Background: an optimization exercise with open tools, aiming at small area. Do not read the settings as production practice.
Only simulation tests tie the RTL to the original design; equivalence was not proved.
No activity file was given, so power comes from the tool's default toggle rates.

Setup of job 8013:
// ltt
module ltt (
    input  wire        clk,
    input  wire        rst,
    input  wire        op_valid,
    input  wire [47:0] op_word,
    output reg         op_done,
    output reg         op_err,
    output wire [7:0]  op_res,
    output wire        irq,
    output wire        txd,
    input  wire        rxd
);
    wire [3:0]  opsel = op_word[47:44];
    wire [15:0] f_a   = op_word[43:28];
    wire [15:0] f_b   = op_word[27:12];
    wire [2:0]  f_ps  = op_word[11:9];
    wire        f_m   = op_word[8];
    wire [7:0]  f_n   = op_word[7:0];
    wire        bsel  = f_n[0];
    wire ps_ok  = (f_ps != 3'd0) & ~(f_ps[2] & f_ps[1]);
    reg  busy;
    wire accept = op_valid & ~op_done & ~busy;
    wire is4 = ~opsel[3];
    wire is8 = opsel[3] & ~opsel[1] & ~opsel[0];
    wire is9 = opsel[3] & ~opsel[1] &  opsel[0];
    wire isA = opsel[3] &  opsel[1] & ~opsel[0];
    wire isB = opsel[3] &  opsel[1] &  opsel[0];
    wire ticks_zero, wait_done;
    wire op1 = (opsel == 4'h1);
    wire op2 = (opsel == 4'h2);
    wire op3 = (opsel == 4'h3);
    wire op4 = (opsel == 4'h4);
    wire n_zero   = (f_n == 8'd0);
    wire wait_ok  = op4 & ps_ok & ticks_zero;
    wire t_cfg    = accept & ((op1 & ps_ok) | (wait_ok & ~n_zero));
    wire t_clr    = accept & wait_ok & n_zero;
    wire t_wst    = accept & wait_ok & ~n_zero;
  ...
==> flow/config.mk <==
export PLATFORM = sky130hd
export DESIGN_NAME = ltt
export DESIGN_NICKNAME = ltt
export VERILOG_FILES = /design/flow/design.v
export SDC_FILE = /design/flow/constraint.sdc
export NUM_CORES = 4
export LEC_CHECK = 0
export ABC_AREA = 1
export CAP_MARGIN = 20
export CORE_MARGIN = 2
export CORE_UTILIZATION = 40
export SLEW_MARGIN = 20
==> flow/constraint.sdc <==
create_clock -name core_clock -period 10.0 [get_ports {clk}]
set_input_delay 2.0000 -clock core_clock [delete_from_list [all_inputs] [get_ports {clk}]]
set_output_delay 2.0000 -clock core_clock [all_outputs]
set_load 0.01 [all_outputs]
standard.sh (not shown) runs the stock make flow with config.mk's settings and CLKGATE_MAP_FILE= SYNTH_SCRIPT=/design/flow/synth_recipe.tcl, a recipe that flattens the netlist after the stock synthesis.
==> flow/flow/run.sh <==
#!/bin/bash
set -euo pipefail
export BUFFER_PORTS_ARGS="-buffer_cell sky130_fd_sc_hd__buf_1"
export CTS_ARGS="-sink_clustering_enable -repair_clock_nets -dont_use_dummy_load -sink_clustering_size 10 -sink_clustering_max_diameter 55 -buf_list sky130_fd_sc_hd__clkbuf_4"

bash standard.sh synth > standard_synth.log 2>&1

RES=orfs/results/$FLOW_PLATFORM/ltt/base
PLAT=$FLOW_HOME/platforms/$FLOW_PLATFORM
cp $RES/1_2_yosys.v standard_1_2_yosys.v
export RESYN_NETLIST=$RES/1_2_yosys.v
export RESYN_LIB=$PLAT/lib/sky130_fd_sc_hd__tt_025C_1v80.lib
export RESYN_DONT_USE="$(make -s -C $FLOW_HOME DESIGN_CONFIG=$PWD/config.mk print-DONT_USE_CELLS 2>/dev/null | sed -n 's/^DONT_USE_CELLS: //p')"
echo "dont_use: $RESYN_DONT_USE" > resyn_dont_use.log
[[ -n "$RESYN_DONT_USE" ]]
yosys -c flow/resyn.tcl > resyn.log 2>&1
rm -f $RES/1_synth.odb $RES/1_synth.sdc

bash standard.sh > standard_layout.log 2>&1
==> flow/flow/resyn.tcl <==
# Re-map the combinational logic of the standard synthesis netlist for area,
# keeping every register instance (name, cell type and connections) as it is.
# Several ABC scripts are tried; the netlist with the smallest cell area is
# kept (a result far smaller than ABC's default script is refused).
# Reads and writes $::env(RESYN_NETLIST).
yosys -import
set lib $::env(RESYN_LIB)
set net $::env(RESYN_NETLIST)
set dont_use {}
foreach c $::env(RESYN_DONT_USE) { lappend dont_use -dont_use $c }

read_liberty -ignore_miss_func $lib
# registers stay black boxes, so flatten leaves their instances untouched
setattr -mod -set blackbox 1 sky130_fd_sc_hd__dfxtp_1 sky130_fd_sc_hd__edfxtp_1
read_verilog $net
hierarchy -top $::env(FLOW_TOP)
flatten
opt -full
design -save base

set scripts [list \
  "strash; &get -n; &fraig -x; &put; scorr; dc2; dretime; strash; &get -n; &dch -f; &nf; &put" \
  "strash; dc2; dch -f; amap -F 10 -A 10; topo" \
  "strash; dc2; dch -f; amap -F 20 -A 20; topo" \
  "strash; dc2; dc2; dch -f; amap; topo" \
  "strash; ifraig; dc2; dch -f; amap -F 10 -A 10; topo" \
  "strash; dc2; drw -z; drf -z; dc2; dch -f; amap -F 10 -A 10; topo" \
  "strash; dc2; dch -f; if -a -K 4; mfs2; strash; dc2; dch -f; amap -F 10 -A 10; topo" \
  "strash; dc2; dch -f; if -a -K 3; mfs2; strash; dc2; dch -f; amap -F 10 -A 10; topo" \
  "strash; ifraig; dc2; dch -f; if -a -K 4; mfs2; strash; dc2; dch -f; amap -F 10 -A 10; topo" ]
set best -1
set best_area 0
set i 0
foreach s $scripts {
  design -load base
  set f [open resyn_script_$i.abc w]
  puts $f $s
  close $f
  abc -liberty $lib {*}$dont_use -script resyn_script_$i.abc
  opt_clean -purge
  set a [tee -q -s result.string stat -liberty $lib]
  regexp {Chip area for module '[^']*': ([0-9.]+)} $a -> area
  puts "RESYN script $i area $area"
  # script 0 is ABC's default; a result far below it means logic was lost
  if { $i == 0 } { set ref_area $area }
  if { $area < 0.9 * $ref_area } {
    puts "RESYN script $i rejected"
  } elseif { $best < 0 || $area < $best_area } {
    set best $i
    set best_area $area
    design -save best
  }
  incr i
}
puts "RESYN chosen script $best area $best_area"
design -load best
splitnets
opt_clean -purge
hilomap -singleton -hicell sky130_fd_sc_hd__conb_1 HI -locell sky130_fd_sc_hd__conb_1 LO
insbuf -buf sky130_fd_sc_hd__buf_4 A X
check
tee -o resyn_stat.txt stat -liberty $lib
write_verilog -noattr -nohex -nodec $net
Input-level comparison between job 5205 and job 8013:
--- a/flow/flow/run.sh
+++ b/flow/flow/run.sh
@@ -2,5 +2,5 @@
 set -euo pipefail
 export BUFFER_PORTS_ARGS="-buffer_cell sky130_fd_sc_hd__buf_1"
-export CTS_ARGS="-sink_clustering_enable -repair_clock_nets -dont_use_dummy_load -sink_clustering_size 10 -sink_clustering_max_diameter 55 -buf_list sky130_fd_sc_hd__clkbuf_4"
+export CTS_ARGS="-sink_clustering_enable -repair_clock_nets -dont_use_dummy_load -sink_clustering_size 11 -sink_clustering_max_diameter 60 -buf_list sky130_fd_sc_hd__clkbuf_4"
 
 bash standard.sh synth > standard_synth.log 2>&1
Both conditions hold for job 5205: the flow ran to the end and the final layout passed the timing, DRC and antenna checks. Re layout multi-input combinational cell count: no difference whatsoever between job 5205 and job 8013. Power: job 5205 draws less than job 8013. Comparing job 5205 with job 8013, the cell count came out essentially unchanged. In the metrics for job 8013 and job 5205, the one carrying the higher relative area of clock buffers and inverters in the final design is job 8013. On share of cells above drive strength 1, the lower figure sits with job 5205, not job 8013. Between job 8013 and job 5205, the difference in fraction of area in multi-input gates is negligible. Of job 8013 and job 5205, job 5205 shows the lower count of clock-buffer cells in the layout, with job 8013 above it.
Inputs modified between job 5205 and job 7405:
--- a/flow/flow/run.sh
+++ b/flow/flow/run.sh
@@ -2,5 +2,5 @@
 set -euo pipefail
 export BUFFER_PORTS_ARGS="-buffer_cell sky130_fd_sc_hd__buf_1"
-export CTS_ARGS="-sink_clustering_enable -repair_clock_nets -dont_use_dummy_load -sink_clustering_size 11 -sink_clustering_max_diameter 60 -buf_list sky130_fd_sc_hd__clkbuf_4"
+export CTS_ARGS="-sink_clustering_enable -repair_clock_nets -dont_use_dummy_load -sink_clustering_size 10 -sink_clustering_max_diameter 55 -buf_list sky130_fd_sc_hd__clkbuf_4"
 
 bash standard.sh synth > standard_synth.log 2>&1
--- a/flow/flow/resyn.tcl
+++ b/flow/flow/resyn.tcl
@@ -2,6 +2,5 @@
 # keeping every register instance (name, cell type and connections) as it is.
 # Several ABC scripts are tried; the netlist with the smallest cell area is
-# kept (a result far smaller than ABC's default script is refused).
-# Reads and writes $::env(RESYN_NETLIST).
+# kept. Reads and writes $::env(RESYN_NETLIST).
 yosys -import
 set lib $::env(RESYN_LIB)
@@ -25,8 +24,5 @@
   "strash; dc2; dc2; dch -f; amap; topo" \
   "strash; ifraig; dc2; dch -f; amap -F 10 -A 10; topo" \
-  "strash; dc2; drw -z; drf -z; dc2; dch -f; amap -F 10 -A 10; topo" \
-  "strash; dc2; dch -f; if -a -K 4; mfs2; strash; dc2; dch -f; amap -F 10 -A 10; topo" \
-  "strash; dc2; dch -f; if -a -K 3; mfs2; strash; dc2; dch -f; amap -F 10 -A 10; topo" \
-  "strash; ifraig; dc2; dch -f; if -a -K 4; mfs2; strash; dc2; dch -f; amap -F 10 -A 10; topo" ]
+  "strash; dc2; drw -z; drf -z; dc2; dch -f; amap -F 10 -A 10; topo" ]
 set best -1
 set best_area 0
@@ -42,9 +38,5 @@
   regexp {Chip area for module '[^']*': ([0-9.]+)} $a -> area
   puts "RESYN script $i area $area"
-  # script 0 is ABC's default; a result far below it means logic was lost
-  if { $i == 0 } { set ref_area $area }
-  if { $area < 0.9 * $ref_area } {
-    puts "RESYN script $i rejected"
-  } elseif { $best < 0 || $area < $best_area } {
+  if { $best < 0 || $area < $best_area } {
     set best $i
     set best_area $area
## What came out
Diff job 7405..job 5205 | count of clock tree sinks | unchanged
Comparing job 7405 and job 5205, the higher slew at the pin with the worst max-slew slack is on job 5205.
Cmp job 7405 vs job 5205: setup slack lower in job 7405
Higher cell depth of the worst setup path goes to job 5205 over job 7405.
Number of antenna violations at the first check in global routing on job 7405 is down relative to job 5205.
On die area: job 7405 sits above job 5205.
The run showing the smaller combinational share of power is job 5205.
Area of the multi-input gates of job 7405 exceeds that of job 5205 by a few percent.
Cell area after layout, job 7405 and job 5205: lower on job 5205
On non-filler instance count after layout, job 5205 tracks job 7405 almost exactly.

[static timing again, ports no longer ideal]
The results above use ideal ports. As a check the final layouts listed here were re-extracted and re-timed, cells and wires unchanged. Step 1: set_driving_cell puts a clkbuf_16 on clk and a buf_2 on each other input, an assumption about the parent block. Step 2, shift: input delay + t, output delay - t, t = (earliest + latest rising clock arrival at the registers) / 2. This alone moves slack from input paths to output paths. Slacks: no drivers / after step 1 / after step 2; pairs: no drivers / after step 1.
| run | t (ns) | setup WS [ns] | worst data-port slew with drivers (ns) |
|---|---|---|---|
| job 8013 | 0.675 | 4.985 / 4.992 / 4.329 | 0.07 |
| job 5205 | 0.667 | 4.928 / 4.947 / 4.279 | 0.07 |
| job 7405 | 0.674 | 4.596 / 4.555 / 4.361 | 0.06 |
After both steps every run listed still meets setup and hold. The setup slack of job 8013, which loses most, moves by +0.007 ns with the drivers and by -0.656 ns with both steps.
